Source: an optimization exercise on an open RTL-to-GDS flow (aim: a short achievable clock period and few clock cycles). Production flows keep margins and buffers that such runs may drop. At most, simulation tests tie the RTL to the original design; equivalence was not proved.

==> build 42: inputs <==
Design lhce_parse, start of the top module:
module lhce_parse (
    input  wire        clk,
    input  wire        rst,           
    input  wire        start,
    input  wire [3:0]  op,
    input  wire [15:0] src_addr,
    input  wire [15:0] src_len,
    input  wire [31:0] ph_src,
    input  wire [31:0] ph_dst,
    output wire        busy,
    output reg         done,
    output wire        mem_rd,
    output wire [9:0]  mem_addr,
    input  wire [31:0] mem_rdata,
    output reg  [3:0]  err_code,
    output reg  [3:0]  err_sub,
    output reg  [31:0] r_csum,
    output reg  [31:0] r_csum_field,
    output reg  [31:0] r_ip_len,
    output reg  [31:0] r_ip_misc,
    output reg  [31:0] r_ip_src,
    output reg  [31:0] r_ip_dst,
    output reg  [31:0] r_ip_hdr,
    output reg  [31:0] r_ip_chk,
    output reg  [31:0] r_tcp_ports,
    output reg  [31:0] r_tcp_seq,
    output reg  [31:0] r_tcp_ack,
    output reg  [31:0] r_tcp_ctl,
    output reg  [31:0] r_tcp_csum,
    output reg  [31:0] r_tcp_hdr,
    output reg  [31:0] r_pay,
    output reg  [31:0] r_out
);
export LEC_CHECK = 0
export ABC_CLOCK_PERIOD_IN_PS = 2500
export CAP_MARGIN = 20
export CORE_MARGIN = 2
export CORE_UTILIZATION = 40
export PLACE_DENSITY = 0.6
export SETUP_SLACK_MARGIN = 4.5
export SLEW_MARGIN = 20
export TNS_END_PERCENT = 100
create_clock -name core_clock -period 7.0 [get_ports {clk}]
run.sh (not shown) runs the stock make flow with config.mk's settings and CLKGATE_MAP_FILE= SYNTH_SCRIPT=/design/flow/synth_recipe.tcl, a recipe that flattens the netlist after the stock synthesis.
==> inputs of build 41, as changes to build 42 <==
--- a/flow/design.v
+++ b/flow/design.v
@@ -149,24 +149,23 @@
     end
     wire [3:0]  e_ihl_c = (e_ihl < 4'd5) ? 4'd5 : e_ihl;
     reg  [16:0] e_tl3;       
     always @(posedge clk)
         e_tl3 <= {1'b0, e_tl} + {15'd0, r} + 17'd3;
     reg [17:0] ipS, ipE, ipK, ipK1;    
     reg [17:0] tS, tE, tK, tK1;        
     reg [17:0] phS, phE;               
-    reg [17:0] kend;                   
+    reg signed [17:0] kend;            
     reg [3:0]  kmin;                   
     reg [11:0] kcs_ip, kcs_tc;         
     reg [17:0] ipKh, ipKl, tKh, tKl;   
     reg [11:0] tq0;                    
     wire [17:0] o_r18 = {16'd0, o_r};
     wire [17:0] o_rn  = o_r18 + {2'b00, src_len};
-    wire [17:0] o_rn1 = o_rn - 18'd1;
     wire [17:0] o_ipS = o_frm ? (o_r18 + 18'd4) : o_r18;
     wire [17:0] o_tS  = o_frm ? (o_r18 + 18'd24) : o_r18;
     wire [4:0]  fr_w  = {1'b0, e_ihl_c} + 5'd1;      
     always @(posedge clk) begin
         if (!busy_r) begin
             ipS    <= o_ipS;
             ipE    <= o_cip ? o_rn : o_ipp ? (o_r18 + 18'd20) : o_frm ? (o_r18 + 18'd24) : 18'd0;
             ipK    <= o_ipS + 18'd10;
@@ -176,38 +175,36 @@
             tKh    <= o_tS + (o_r[0] ? 18'd17 : 18'd16);
             tKl    <= o_tS + (o_r[0] ? 18'd16 : 18'd17);
             tS     <= o_tS;
             tE     <= (o_ctcp | o_tcpp) ? o_rn : o_frm ? 18'h3FFFF : 18'd0;
             tK     <= o_tS + 18'd16;
             tK1    <= o_tS + 18'd17;
             phS    <= o_frm ? (o_r18 + 18'd16) : 18'd0;
             phE    <= o_frm ? (o_r18 + 18'd24) : 18'd0;
-            kend   <= (o_ipp | o_frm) ? 18'h1FFFF : {o_rn1[17], o_rn1[17], o_rn1[17:2]};
+            kend   <= (o_ipp | o_frm) ? 18'sh1FFFF : ($signed(o_rn - 18'd1) >>> 2);
             kmin   <= o_cip  ? 4'd0 :
                       o_ctcp ? ((o_r == 2'd3) ? 4'd5 : 4'd4) :
                       o_tcpp ? 4'd0 :
                       o_ipp  ? 4'd4 : 4'd7;
             kcs_ip <= (o_r == 2'd0) ? 12'd2 : 12'd3;
             kcs_tc <= o_frm ? ((o_r == 2'd3) ? 12'd11 : 12'd10) : ((o_r == 2'd3) ? 12'd5 : 12'd4);
             tq0    <= o_frm ? 12'd6 : 12'd0;
         end else if (is_ipp) begin
             ipE    <= {12'd0, e_ihl_c, r};
             kend   <= {14'd0, e_ihl_c} - ((r == 2'd0) ? 18'd1 : 18'd0);
         end else if (is_frm) begin
             ipE    <= {11'd0, fr_w, r};
             tS     <= {11'd0, fr_w, r};
-            if (cyc >= 5'd7) begin           
-                tE     <= {1'b0, e_tl3} + 18'd1;
-                kend   <= {3'd0, e_tl3[16:2]};
-            end
+            tE     <= {1'b0, e_tl3} + 18'd1;
             tK     <= {11'd0, fr_w + 5'd4, r};
             tK1    <= {11'd0, fr_w + 5'd4, r} + 18'd1;
             tKh    <= {11'd0, fr_w + 5'd4, r} + (rodd ? 18'd1 : 18'd0);
             tKl    <= {11'd0, fr_w + 5'd4, r} + (rodd ? 18'd0 : 18'd1);
+            kend   <= {3'd0, e_tl3[16:2]};
             kcs_tc <= {7'd0, fr_w} + ((r == 2'd3) ? 12'd5 : 12'd4);
             tq0    <= {7'd0, fr_w};
         end
     end
     reg [3:0] m_ip, m_tc, m_ih, m_il;
     integer l;
     reg [17:0] p;
     always @(*) begin
@@ -215,17 +212,17 @@
             p = {4'd0, kn, l[1:0]};
             m_ip[l] = (p >= ipS) && (p < ipE) && (p != ipK) && (p != ipK1);
             m_tc[l] = ((p >= tS) && (p < tE) && (p != tK) && (p != tK1)) ||
                       ((p >= phS) && (p < phE));
             m_ih[l] = (p == tK);
             m_il[l] = (p == tK1);
         end
     end
-    wire m_last = (kend[17] || ({6'd0, kn} >= kend)) && (kn >= {8'd0, kmin});
+    wire m_last = ($signed({6'd0, kn}) >= kend) && (kn >= {8'd0, kmin});
     wire m_late = (is_cip && (kn == kcs_ip)) || ((is_ctcp | is_tcpp | is_frm) && (kn == kcs_tc));
     reg [3:0]  X_ip, X_tc, X_ih, X_il;
     reg        X_last, X_late;
     reg        X_ipk, X_ipk1, X_tk, X_tk1;      
     reg        A_last, A_late;
     reg        Fv;
     reg  [15:0] d_L;
     reg  [17:0] pa, pb;
==> inputs of trial 61, as changes to build 42 <==
--- a/flow/design.v
+++ b/flow/design.v
@@ -149,24 +149,23 @@
     end
     wire [3:0]  e_ihl_c = (e_ihl < 4'd5) ? 4'd5 : e_ihl;
     reg  [16:0] e_tl3;       
     always @(posedge clk)
         e_tl3 <= {1'b0, e_tl} + {15'd0, r} + 17'd3;
     reg [17:0] ipS, ipE, ipK, ipK1;    
     reg [17:0] tS, tE, tK, tK1;        
     reg [17:0] phS, phE;               
-    reg [17:0] kend;                   
+    reg signed [17:0] kend;            
     reg [3:0]  kmin;                   
     reg [11:0] kcs_ip, kcs_tc;         
     reg [17:0] ipKh, ipKl, tKh, tKl;   
     reg [11:0] tq0;                    
     wire [17:0] o_r18 = {16'd0, o_r};
     wire [17:0] o_rn  = o_r18 + {2'b00, src_len};
-    wire [17:0] o_rn1 = o_rn - 18'd1;
     wire [17:0] o_ipS = o_frm ? (o_r18 + 18'd4) : o_r18;
     wire [17:0] o_tS  = o_frm ? (o_r18 + 18'd24) : o_r18;
     wire [4:0]  fr_w  = {1'b0, e_ihl_c} + 5'd1;      
     always @(posedge clk) begin
         if (!busy_r) begin
             ipS    <= o_ipS;
             ipE    <= o_cip ? o_rn : o_ipp ? (o_r18 + 18'd20) : o_frm ? (o_r18 + 18'd24) : 18'd0;
             ipK    <= o_ipS + 18'd10;
@@ -176,38 +175,36 @@
             tKh    <= o_tS + (o_r[0] ? 18'd17 : 18'd16);
             tKl    <= o_tS + (o_r[0] ? 18'd16 : 18'd17);
             tS     <= o_tS;
             tE     <= (o_ctcp | o_tcpp) ? o_rn : o_frm ? 18'h3FFFF : 18'd0;
             tK     <= o_tS + 18'd16;
             tK1    <= o_tS + 18'd17;
             phS    <= o_frm ? (o_r18 + 18'd16) : 18'd0;
             phE    <= o_frm ? (o_r18 + 18'd24) : 18'd0;
-            kend   <= (o_ipp | o_frm) ? 18'h1FFFF : {o_rn1[17], o_rn1[17], o_rn1[17:2]};
+            kend   <= (o_ipp | o_frm) ? 18'sh1FFFF : ($signed(o_rn - 18'd1) >>> 2);
             kmin   <= o_cip  ? 4'd0 :
                       o_ctcp ? ((o_r == 2'd3) ? 4'd5 : 4'd4) :
                       o_tcpp ? 4'd0 :
                       o_ipp  ? 4'd4 : 4'd7;
             kcs_ip <= (o_r == 2'd0) ? 12'd2 : 12'd3;
             kcs_tc <= o_frm ? ((o_r == 2'd3) ? 12'd11 : 12'd10) : ((o_r == 2'd3) ? 12'd5 : 12'd4);
             tq0    <= o_frm ? 12'd6 : 12'd0;
         end else if (is_ipp) begin
             ipE    <= {12'd0, e_ihl_c, r};
             kend   <= {14'd0, e_ihl_c} - ((r == 2'd0) ? 18'd1 : 18'd0);
         end else if (is_frm) begin
             ipE    <= {11'd0, fr_w, r};
             tS     <= {11'd0, fr_w, r};
-            if (cyc >= 5'd7) begin           
-                tE     <= {1'b0, e_tl3} + 18'd1;
-                kend   <= {3'd0, e_tl3[16:2]};
-            end
+            tE     <= {1'b0, e_tl3} + 18'd1;
             tK     <= {11'd0, fr_w + 5'd4, r};
             tK1    <= {11'd0, fr_w + 5'd4, r} + 18'd1;
             tKh    <= {11'd0, fr_w + 5'd4, r} + (rodd ? 18'd1 : 18'd0);
             tKl    <= {11'd0, fr_w + 5'd4, r} + (rodd ? 18'd0 : 18'd1);
+            kend   <= {3'd0, e_tl3[16:2]};
             kcs_tc <= {7'd0, fr_w} + ((r == 2'd3) ? 12'd5 : 12'd4);
             tq0    <= {7'd0, fr_w};
         end
     end
     reg [3:0] m_ip, m_tc, m_ih, m_il;
     integer l;
     reg [17:0] p;
     always @(*) begin
@@ -215,17 +212,17 @@
             p = {4'd0, kn, l[1:0]};
             m_ip[l] = (p >= ipS) && (p < ipE) && (p != ipK) && (p != ipK1);
             m_tc[l] = ((p >= tS) && (p < tE) && (p != tK) && (p != tK1)) ||
                       ((p >= phS) && (p < phE));
             m_ih[l] = (p == tK);
             m_il[l] = (p == tK1);
         end
     end
-    wire m_last = (kend[17] || ({6'd0, kn} >= kend)) && (kn >= {8'd0, kmin});
+    wire m_last = ($signed({6'd0, kn}) >= kend) && (kn >= {8'd0, kmin});
     wire m_late = (is_cip && (kn == kcs_ip)) || ((is_ctcp | is_tcpp | is_frm) && (kn == kcs_tc));
     reg [3:0]  X_ip, X_tc, X_ih, X_il;
     reg        X_last, X_late;
     reg        X_ipk, X_ipk1, X_tk, X_tk1;      
     reg        A_last, A_late;
     reg        Fv;
     reg  [15:0] d_L;
     reg  [17:0] pa, pb;
==> flow/config.mk (replaced) <==
export PLATFORM = sky130hd
export DESIGN_NAME = lhce_parse
export DESIGN_NICKNAME = lhce_parse
export VERILOG_FILES = /design/flow/design.v
export SDC_FILE = /design/flow/constraint.sdc
export NUM_CORES = 4
export LEC_CHECK = 0
export ABC_CLOCK_PERIOD_IN_PS = 2500
export CAP_MARGIN = 20
export CORE_MARGIN = 2
export CORE_UTILIZATION = 60
export PLACE_DENSITY = 0.7
export SETUP_SLACK_MARGIN = 4.5
export SLEW_MARGIN = 20
export TNS_END_PERCENT = 100
==> inputs of build 49, as changes to build 42 <==
--- a/flow/design.v
+++ b/flow/design.v
@@ -131,42 +131,49 @@
     wire [15:0] t_dport = {tcb[23:16], tcb[31:24]};
     wire [31:0] t_seq   = {tcb[39:32], tcb[47:40], tcb[55:48], tcb[63:56]};
     wire [31:0] t_ack   = {tcb[71:64], tcb[79:72], tcb[87:80], tcb[95:88]};
     wire [7:0]  t_doff  = {2'b00, tcb[103:100], 2'b00};
     wire [5:0]  t_flags = tcb[109:104];
     wire [15:0] t_win   = {tcb[119:112], tcb[127:120]};
     wire [15:0] t_cs    = {tcb[135:128], tcb[143:136]};
     wire [15:0] t_urg   = {tcb[151:144], tcb[159:152]};
-    reg  [3:0]  e_ihl;
+    wire [4:0]  ib    = {2'b00, is_frm, 2'b00} + {3'd0, r};    
+    wire [223:0] hsh  = hwflat >> {ib, 3'b000};
+    wire [4:0]  r12   = 5'd12 + {3'd0, r};
+    wire [191:0] tsh  = trflat >> {r12, 3'b000};
+    reg  [3:0]  e_ver, e_ihl;
     reg  [15:0] e_tl;
-    wire [1:0]  rp2 = r + 2'd2;
-    wire [1:0]  rp3 = r + 2'd3;
-    wire [31:0] tl_w2 = is_frm ? hw1 : hw0;      
-    wire [31:0] tl_w3 = is_frm ? hw2 : hw1;      
+    reg  [7:0]  e_proto;
+    reg  [15:0] e_eth;
+    reg  [3:0]  e_doff;
     always @(posedge clk) begin
-        e_ihl <= is_frm ? lane(hw1, r) : lane(hw0, r);
-        e_tl  <= {lane((r >= 2'd2) ? tl_w3 : tl_w2, rp2),
-                  lane((r >= 2'd1) ? tl_w3 : tl_w2, rp3)};
+        e_ver   <= hsh[7:4];
+        e_ihl   <= hsh[3:0];
+        e_tl    <= {hsh[23:16], hsh[31:24]};
+        e_proto <= hsh[79:72];
+        e_eth   <= {ah[23:16], ah[31:24]};
+        e_doff  <= tsh[7:4];
     end
+    wire [7:0]  e_hl   = {2'b00, e_ihl, 2'b00};
+    wire [7:0]  e_dof8 = {2'b00, e_doff, 2'b00};
     wire [3:0]  e_ihl_c = (e_ihl < 4'd5) ? 4'd5 : e_ihl;
     reg  [16:0] e_tl3;       
     always @(posedge clk)
         e_tl3 <= {1'b0, e_tl} + {15'd0, r} + 17'd3;
     reg [17:0] ipS, ipE, ipK, ipK1;    
     reg [17:0] tS, tE, tK, tK1;        
     reg [17:0] phS, phE;               
-    reg [17:0] kend;                   
+    reg signed [17:0] kend;            
     reg [3:0]  kmin;                   
     reg [11:0] kcs_ip, kcs_tc;         
     reg [17:0] ipKh, ipKl, tKh, tKl;   
     reg [11:0] tq0;                    
     wire [17:0] o_r18 = {16'd0, o_r};
     wire [17:0] o_rn  = o_r18 + {2'b00, src_len};
-    wire [17:0] o_rn1 = o_rn - 18'd1;
     wire [17:0] o_ipS = o_frm ? (o_r18 + 18'd4) : o_r18;
     wire [17:0] o_tS  = o_frm ? (o_r18 + 18'd24) : o_r18;
     wire [4:0]  fr_w  = {1'b0, e_ihl_c} + 5'd1;      
     always @(posedge clk) begin
         if (!busy_r) begin
             ipS    <= o_ipS;
             ipE    <= o_cip ? o_rn : o_ipp ? (o_r18 + 18'd20) : o_frm ? (o_r18 + 18'd24) : 18'd0;
             ipK    <= o_ipS + 18'd10;
@@ -176,38 +183,36 @@
             tKh    <= o_tS + (o_r[0] ? 18'd17 : 18'd16);
             tKl    <= o_tS + (o_r[0] ? 18'd16 : 18'd17);
             tS     <= o_tS;
             tE     <= (o_ctcp | o_tcpp) ? o_rn : o_frm ? 18'h3FFFF : 18'd0;
             tK     <= o_tS + 18'd16;
             tK1    <= o_tS + 18'd17;
             phS    <= o_frm ? (o_r18 + 18'd16) : 18'd0;
             phE    <= o_frm ? (o_r18 + 18'd24) : 18'd0;
-            kend   <= (o_ipp | o_frm) ? 18'h1FFFF : {o_rn1[17], o_rn1[17], o_rn1[17:2]};
+            kend   <= (o_ipp | o_frm) ? 18'sh1FFFF : ($signed(o_rn - 18'd1) >>> 2);
             kmin   <= o_cip  ? 4'd0 :
                       o_ctcp ? ((o_r == 2'd3) ? 4'd5 : 4'd4) :
                       o_tcpp ? 4'd0 :
                       o_ipp  ? 4'd4 : 4'd7;
             kcs_ip <= (o_r == 2'd0) ? 12'd2 : 12'd3;
             kcs_tc <= o_frm ? ((o_r == 2'd3) ? 12'd11 : 12'd10) : ((o_r == 2'd3) ? 12'd5 : 12'd4);
             tq0    <= o_frm ? 12'd6 : 12'd0;
         end else if (is_ipp) begin
             ipE    <= {12'd0, e_ihl_c, r};
             kend   <= {14'd0, e_ihl_c} - ((r == 2'd0) ? 18'd1 : 18'd0);
         end else if (is_frm) begin
             ipE    <= {11'd0, fr_w, r};
             tS     <= {11'd0, fr_w, r};
-            if (cyc >= 5'd7) begin           
-                tE     <= {1'b0, e_tl3} + 18'd1;
-                kend   <= {3'd0, e_tl3[16:2]};
-            end
+            tE     <= {1'b0, e_tl3} + 18'd1;
             tK     <= {11'd0, fr_w + 5'd4, r};
             tK1    <= {11'd0, fr_w + 5'd4, r} + 18'd1;
             tKh    <= {11'd0, fr_w + 5'd4, r} + (rodd ? 18'd1 : 18'd0);
             tKl    <= {11'd0, fr_w + 5'd4, r} + (rodd ? 18'd0 : 18'd1);
+            kend   <= {3'd0, e_tl3[16:2]};
             kcs_tc <= {7'd0, fr_w} + ((r == 2'd3) ? 12'd5 : 12'd4);
             tq0    <= {7'd0, fr_w};
         end
     end
     reg [3:0] m_ip, m_tc, m_ih, m_il;
     integer l;
     reg [17:0] p;
     always @(*) begin
@@ -215,23 +220,23 @@
             p = {4'd0, kn, l[1:0]};
             m_ip[l] = (p >= ipS) && (p < ipE) && (p != ipK) && (p != ipK1);
             m_tc[l] = ((p >= tS) && (p < tE) && (p != tK) && (p != tK1)) ||
                       ((p >= phS) && (p < phE));
             m_ih[l] = (p == tK);
             m_il[l] = (p == tK1);
         end
     end
-    wire m_last = (kend[17] || ({6'd0, kn} >= kend)) && (kn >= {8'd0, kmin});
+    wire m_last = ($signed({6'd0, kn}) >= kend) && (kn >= {8'd0, kmin});
     wire m_late = (is_cip && (kn == kcs_ip)) || ((is_ctcp | is_tcpp | is_frm) && (kn == kcs_tc));
     reg [3:0]  X_ip, X_tc, X_ih, X_il;
     reg        X_last, X_late;
     reg        X_ipk, X_ipk1, X_tk, X_tk1;      
     reg        A_last, A_late;
-    reg        Fv;
+    reg        seen, F2, Fv;
     reg  [15:0] d_L;
     reg  [17:0] pa, pb;
     reg  [18:0] psum;
     reg  [16:0] pf1;
     reg  [15:0] pf;
     always @(posedge clk) begin
         if (is_frm) begin
             pa <= 18'd0;
@@ -297,35 +302,35 @@
     reg [15:0] d_ipa;       
     reg [15:0] d_tca;       
     reg [15:0] d_tl4;       
     reg [15:0] d_np;        
     reg        d_doff_bad;
     reg [31:0] d_pay;
     reg        d_pres;
     always @(posedge clk) begin
-        d_seg      <= ip_tl - {8'd0, ip_hl};
+        d_seg      <= e_tl - {8'd0, e_hl};
         d_ipa      <= is_frm ? (c_a + 16'd4) : c_a;
-        d_L        <= is_frm ? (ip_tl - {8'd0, ip_hl}) : c_n;
-        d_tca      <= is_frm ? (c_a + 16'd4 + {8'd0, ip_hl}) : c_a;
-        d_tl4      <= ip_tl + 16'd4;
+        d_L        <= is_frm ? (e_tl - {8'd0, e_hl}) : c_n;
+        d_tca      <= is_frm ? (c_a + 16'd4 + {8'd0, e_hl}) : c_a;
+        d_tl4      <= e_tl + 16'd4;
         d_np       <= is_frm ? (c_n - 16'd4) : c_n;
-        d_doff_bad <= (t_doff < 8'd20) || ({8'd0, t_doff} > d_L);
-        d_pay      <= {d_L - {8'd0, t_doff}, d_tca + {8'd0, t_doff}};
+        d_doff_bad <= (e_dof8 < 8'd20) || ({8'd0, e_dof8} > d_L);
+        d_pay      <= {d_L - {8'd0, e_dof8}, d_tca + {8'd0, e_dof8}};
         d_pres     <= is_cip ? (c_n >= 16'd12) : (c_n >= 16'd18);
     end
     wire [8:0] hc_n;
-    assign hc_n[0] = is_frm && (eth != 16'h0800);           
+    assign hc_n[0] = is_frm && (e_eth != 16'h0800);         
     assign hc_n[1] = is_frm && (c_n < 16'd24);              
-    assign hc_n[2] = (ip_hl < 8'd20);                       
-    assign hc_n[3] = (ip_proto != 8'd6);                    
-    assign hc_n[4] = (ip_ver != 4'd4);                      
-    assign hc_n[5] = ({8'd0, ip_hl} > ip_tl);               
-    assign hc_n[6] = ({8'd0, ip_hl} > d_np);                
-    assign hc_n[7] = is_frm && (ip_tl > d_np);              
+    assign hc_n[2] = (e_ihl < 4'd5);                        
+    assign hc_n[3] = (e_proto != 8'd6);                     
+    assign hc_n[4] = (e_ver != 4'd4);                       
+    assign hc_n[5] = ({8'd0, e_hl} > e_tl);                 
+    assign hc_n[6] = ({8'd0, e_hl} > d_np);                 
+    assign hc_n[7] = is_frm && (e_tl > d_np);               
     assign hc_n[8] = is_frm && (d_seg < 16'd20);            
     reg [8:0] hc;
     reg       hc_any;
     always @(posedge clk) begin
         hc     <= hc_n;
         hc_any <= (|hc_n) && (is_ipp | is_frm);
     end
     reg [3:0] hc_code, hc_sub;
@@ -364,20 +369,23 @@
         reg   [16:0] s;
         reg   [15:0] f;
         begin
             s = {1'b0, acc} + {16'd0, c1} + {16'd0, c2};
             f = s[15:0] + {15'd0, s[16]};
             calc = ~(sw ? {f[7:0], f[15:8]} : f);
         end
     endfunction
-    wire [15:0] calc_ip = calc(acc_ip, ca_ip, 1'b0, rodd);
-    wire [15:0] calc_tc = calc(acc_tc, ca_tc, 1'b0, rodd);
+    reg  [15:0] calc_ip, calc_tc;
+    always @(posedge clk) begin
+        calc_ip <= calc(acc_ip, ca_ip, 1'b0, rodd);
+        calc_tc <= calc(acc_tc, ca_tc, 1'b0, rodd);
+    end
     wire fin_e1 = (cyc == 5'd3) && e1;
-    wire fin_hc = (cyc == 5'd9) && is_frm && hc_any;
+    wire fin_hc = (cyc == 5'd10) && is_frm && hc_any;
     wire fin    = fin_e1 | fin_hc | Fv;
     wire tcp_ok = tc_match && !d_doff_bad;
     wire w_csum = Fv && (is_cip | is_ctcp);
     wire w_ip   = Fv && !hc_any && (is_ipp || (is_frm && tcp_ok));
     wire w_tcp  = Fv && !hc_any && (is_tcpp | is_frm) && tcp_ok;
     wire w_frm  = Fv && !hc_any && is_frm && tcp_ok;
     always @(posedge clk) begin
         if (!busy_r) begin
@@ -406,16 +414,18 @@
             X_tk    <= 1'b0;
             X_tk1   <= 1'b0;
             xa_ip   <= 16'd0;
             xb_ip   <= 16'd0;
             xa_tc   <= 16'd0;
             xb_tc   <= 16'd0;
             A_last  <= 1'b0;
             A_late  <= 1'b0;
+            seen    <= 1'b0;
+            F2      <= 1'b0;
             acc_ip  <= 16'd0;
             acc_tc  <= 16'd0;
             ca_ip   <= 1'b0;
             ca_tc   <= 1'b0;
             Fv      <= 1'b0;
         end else begin
             if (cyc != 5'd31) cyc <= cyc + 5'd1;
             kn      <= kn + 12'd1;
@@ -457,17 +467,19 @@
             A_last  <= X_last;
             A_late  <= X_late;
             acc_ip  <= si_n[15:0];
             ca_ip   <= si_n[16];
             acc_tc  <= st_n[15:0];
             ca_tc   <= st_n[16];
             ip_match <= ip_match_n;
             tc_match <= tc_match_n;
-            Fv      <= A_last && !A_late;
+            seen    <= seen | A_last;
+            F2      <= A_last && !seen && (A_late || is_cip || is_ctcp || is_ipp);
+            Fv      <= F2 || (A_last && !seen && !(A_late || is_cip || is_ctcp || is_ipp));
         end
     end
     always @(posedge clk) begin
         if (rst) begin
             busy_r       <= 1'b0;
             busy_o       <= 1'b0;
             mrd_o        <= 1'b0;
             done         <= 1'b0;
==> summary of the runs <==
Sequential share of layout area, lowest first: build 42, trial 61, build 41, build 49.
In build 49 the utilization is lower than in build 41, by 1.6 points.
Synthesized cell count: build 41 is smaller than build 49 (0.32%).
Against trial 61, the global-route usage of build 49 is lower by 16 points.
Register-to-register slack, lowest first: build 42, trial 61, build 41, build 49.
Cell count, highest first: build 42, build 41, build 49, trial 61.
The lowest count of clock-buffer cells in the layout belongs to build 42, the highest to build 49.
First-iteration DRC count: trial 61 > build 42 > build 41 > build 49.
Of build 49 and build 41, build 41 has the higher non-clock buffer count (gap 175).
Critical path depth is the same in build 42 and trial 61.
Testbench counts of build 42, summed over its fixed seeds: cycles 39,733.
For build 41, trial 61 and build 49, only the layout was checked, not whether the RTL still works.

re-timing with driven ports:
No port has a modelled driver above. Below, the same layouts with a new extraction and two added sets of constraints.
Step 1, drivers: a clkbuf_16 drives clk and a buf_2 each remaining input, both assumed.
Step 2 times the ports against the registers' clock, not the clock port: input delays grow and output delays shrink by t, the midpoint of the rising clock arrivals with the driver on.
Slacks: ideal / step 1 / step 2; pairs: ideal / step 1.
| run | shift t [ns] | slack for setup (ns) | worst hold slack (ns) | worst setup path after step 2 |
|---|---|---|---|---|
| build 42 | 0.928 | 3.264 / 3.264 / 2.634 | 0.416 / 0.416 / 0.416 | input to register |
| build 41 | 0.937 | 3.635 / 3.635 / 2.961 | 0.382 / 0.382 / 0.382 | input to register |
| trial 61 | 0.903 | 3.615 / 3.615 / 2.746 | 0.432 / 0.432 / 0.432 | input to register |
| build 49 | 0.904 | 3.833 / 3.855 / 2.951 | 0.387 / 0.387 / 0.387 | input to register |
After both steps every run listed still meets setup and hold. The setup slack of build 49, which loses most, moves by +0.022 ns with the drivers and by -0.882 ns with both steps.
